Background: an optimization exercise with open tools, aiming at small area, a short achievable clock period and few clock cycles per item. Do not read the settings as production practice.
At most, simulation tests tie the RTL to the original design; equivalence was not proved.
Power and IR drop assume default switching activity.

// fcodec_rx
module fcodec_rx (
    input  wire        clk,
    input  wire        rst,
    input  wire        host_req,
    input  wire        host_we,
    input  wire [11:0] host_addr,
    input  wire [15:0] host_wdata,
    output wire        host_ack,
    output reg  [15:0] host_rdata,
    input  wire        rx_valid,
    input  wire        rx_fail,
    input  wire [7:0]  rx_data,
    output wire        rx_ready
);
Size: about 4300 cells after synthesis, ~2200 flip-flops.
make LEC_CHECK=0 CAP_MARGIN=20 CORE_MARGIN=2 CORE_UTILIZATION=40 CTS_CLUSTER_DIAMETER=80 CTS_CLUSTER_SIZE=28 PLACE_DENSITY=0.6 SETUP_SLACK_MARGIN=5 SLEW_MARGIN=20 finish   # period 10.0 ns
run.sh (not shown) runs the stock make flow with config.mk's settings and CLKGATE_MAP_FILE= SYNTH_SCRIPT=/design/flow/synth_recipe.tcl, a recipe that flattens the netlist after the stock synthesis.
Testbench counts at the start, summed over its fixed seeds: cycles 83,193, frames 960.
Rerun with:
--- a/flow/design.v
+++ b/flow/design.v
@@ -110,21 +110,21 @@
                 fixed_rd = lo[a[2:0]];
         end
     endfunction
     wire       ma_fixed = ma[8] || (ma[7:3] == 5'd0);
     wire       ma_avail = ma_fixed || (ma[2:0] == rot);
     wire [7:0] ma_data  = ma_fixed ? fixed_rd(ma) : ring[(ma[7:3] - 5'd1) * 8 + 1];
     wire       walk     = ph_dec && (trk_m != rx_nbytes);
     wire       rd_req   = host_req && !host_we && host_rxf && !ph_dec;
     wire [8:0] req_addr = ph_dec ? trk_m : host_addr[8:0];
     wire       req      = rd_req || walk;
-    wire       req_eq   = (pf_addr == req_addr);
+    wire       req_eq   = ph_dec ? (pf_addr == trk_m) : pf_match;
     wire       req_hit  = req && pf_ok && req_eq;
     wire       req_miss = req && !req_eq;
     wire       req_fix  = req_addr[8] || (req_addr[7:3] == 5'd0);
     reg  [8:0] pf_addr_n, ma_n;
     reg  [7:0] pf_data_n;
     reg        pf_ok_n;
     always @(*) begin
         pf_addr_n = pf_addr;
         pf_data_n = pf_data;
         pf_ok_n   = pf_ok;
@@ -322,44 +322,33 @@
                             end
                         end
                     end
                 end else begin
                     operr <= 3'd0;
                 end
             end
         end
     end
     wire [7:0] rx_plen = rx_valid_r ? (rx_len - 8'd2) : 8'd0;
-    wire [1:0] ra = host_addr[1:0];
-    reg  [8:0] g0, g2, g3, g4;
+    wire [2:0] rg = host_addr[4:2];
+    wire [8:0] c0 = ({9{rg == 3'd3}} & {1'b0, rx_len}) | ({9{rg == 3'd4}} & {1'b0, rx_csum_exp});
+    wire [8:0] c1 = ({9{rg == 3'd0}} & {2'd0, operr, ph_fail, 1'b0, ph_recv, 1'b0}) |
+                    ({9{rg == 3'd3}} & {1'b0, rx_cmd}) | ({9{rg == 3'd4}} & {1'b0, rx_csum_rcv});
+    wire [8:0] c2 = ({9{rg == 3'd2}} & rx_nbytes) | ({9{rg == 3'd3}} & {1'b0, rx_ctrl}) |
+                    ({9{rg == 3'd4}} & {8'd0, rx_valid_r});
+    wire [8:0] c3 = ({9{rg == 3'd0}} & {5'd0, rx_status}) | ({9{rg == 3'd2}} & rx_count) |
+                    ({9{rg == 3'd3}} & {1'b0, rx_plen});
+    reg  [8:0] reg_rd;
     always @(*) begin
-        case (ra)
-            2'd1:    g0 = {2'd0, operr, ph_fail, 1'b0, ph_recv, 1'b0};
-            2'd3:    g0 = {5'd0, rx_status};
-            default: g0 = 9'd0;
-        endcase
-        case (ra)
-            2'd2:    g2 = rx_nbytes;
-            2'd3:    g2 = rx_count;
-            default: g2 = 9'd0;
-        endcase
-        case (ra)
-            2'd0:    g3 = {1'b0, rx_len};
-            2'd1:    g3 = {1'b0, rx_cmd};
-            2'd2:    g3 = {1'b0, rx_ctrl};
-            default: g3 = {1'b0, rx_plen};
-        endcase
-        case (ra)
-            2'd0:    g4 = {1'b0, rx_csum_exp};
-            2'd1:    g4 = {1'b0, rx_csum_rcv};
-            2'd2:    g4 = {8'd0, rx_valid_r};
-            default: g4 = 9'd0;
+        case (host_addr[1:0])
+            2'd0:    reg_rd = c0;
+            2'd1:    reg_rd = c1;
+            2'd2:    reg_rd = c2;
+            default: reg_rd = c3;
         endcase
     end
-    wire [8:0] reg_rd = ({9{host_addr[4:2] == 3'd0}} & g0) | ({9{host_addr[4:2] == 3'd2}} & g2) |
-                        ({9{host_addr[4:2] == 3'd3}} & g3) | ({9{host_addr[4:2] == 3'd4}} & g4);
     wire host_regs = (host_addr[11:5] == 7'd0);
     always @(*) begin
         host_rdata       = 16'h0000;
         host_rdata[8:0]  = ({9{host_regs}} & reg_rd) | ({9{host_rxf}} & {1'b0, pf_data});
     end
 endmodule
Result: Sequential cell count is unchanged; critical path depth falls by 4; final cell count rises by 1.1%; total power rises by 2.0%; area after synthesis hardly moves; hold slack gets better by 19 ps; count of clock-buffer cells in the layout rises by 2; setup slack gets worse by 130 ps; die area barely changes.
Function not checked in the second run of this note: the RTL went through the layout flow alone.

## afterwards: timing with drivers on the ports
The flow's constraints put no driver on any port. The routed layouts listed below were extracted and timed again, unchanged, in two steps.
Step 1, drivers: a clkbuf_16 drives clk and a buf_2 each remaining input, both assumed.
Step 2, shift: input delay + t, output delay - t, t = (earliest + latest rising clock arrival at the registers) / 2. This alone moves slack from input paths to output paths.
Slacks: ideal ports / drivers / drivers and shift; pairs: ideal ports / drivers.
run | shift t [ns] | setup WS [ns] | clock arrival spread, ns | worst register clock-pin slew, ns | cell pins on the clock port's net
the first run | 0.804 | 4.623 / 4.560 / 4.279 | 0.054 / 0.053 | 0.11 / 0.11 | 1
the second run | 0.792 | 4.496 / 4.430 / 4.300 | 0.053 / 0.053 | 0.11 / 0.11 | 1
After both steps every run listed still meets setup and hold. For the first run, which loses most, drivers alone change the setup slack by -0.063 ns; drivers and shift together by -0.344 ns.
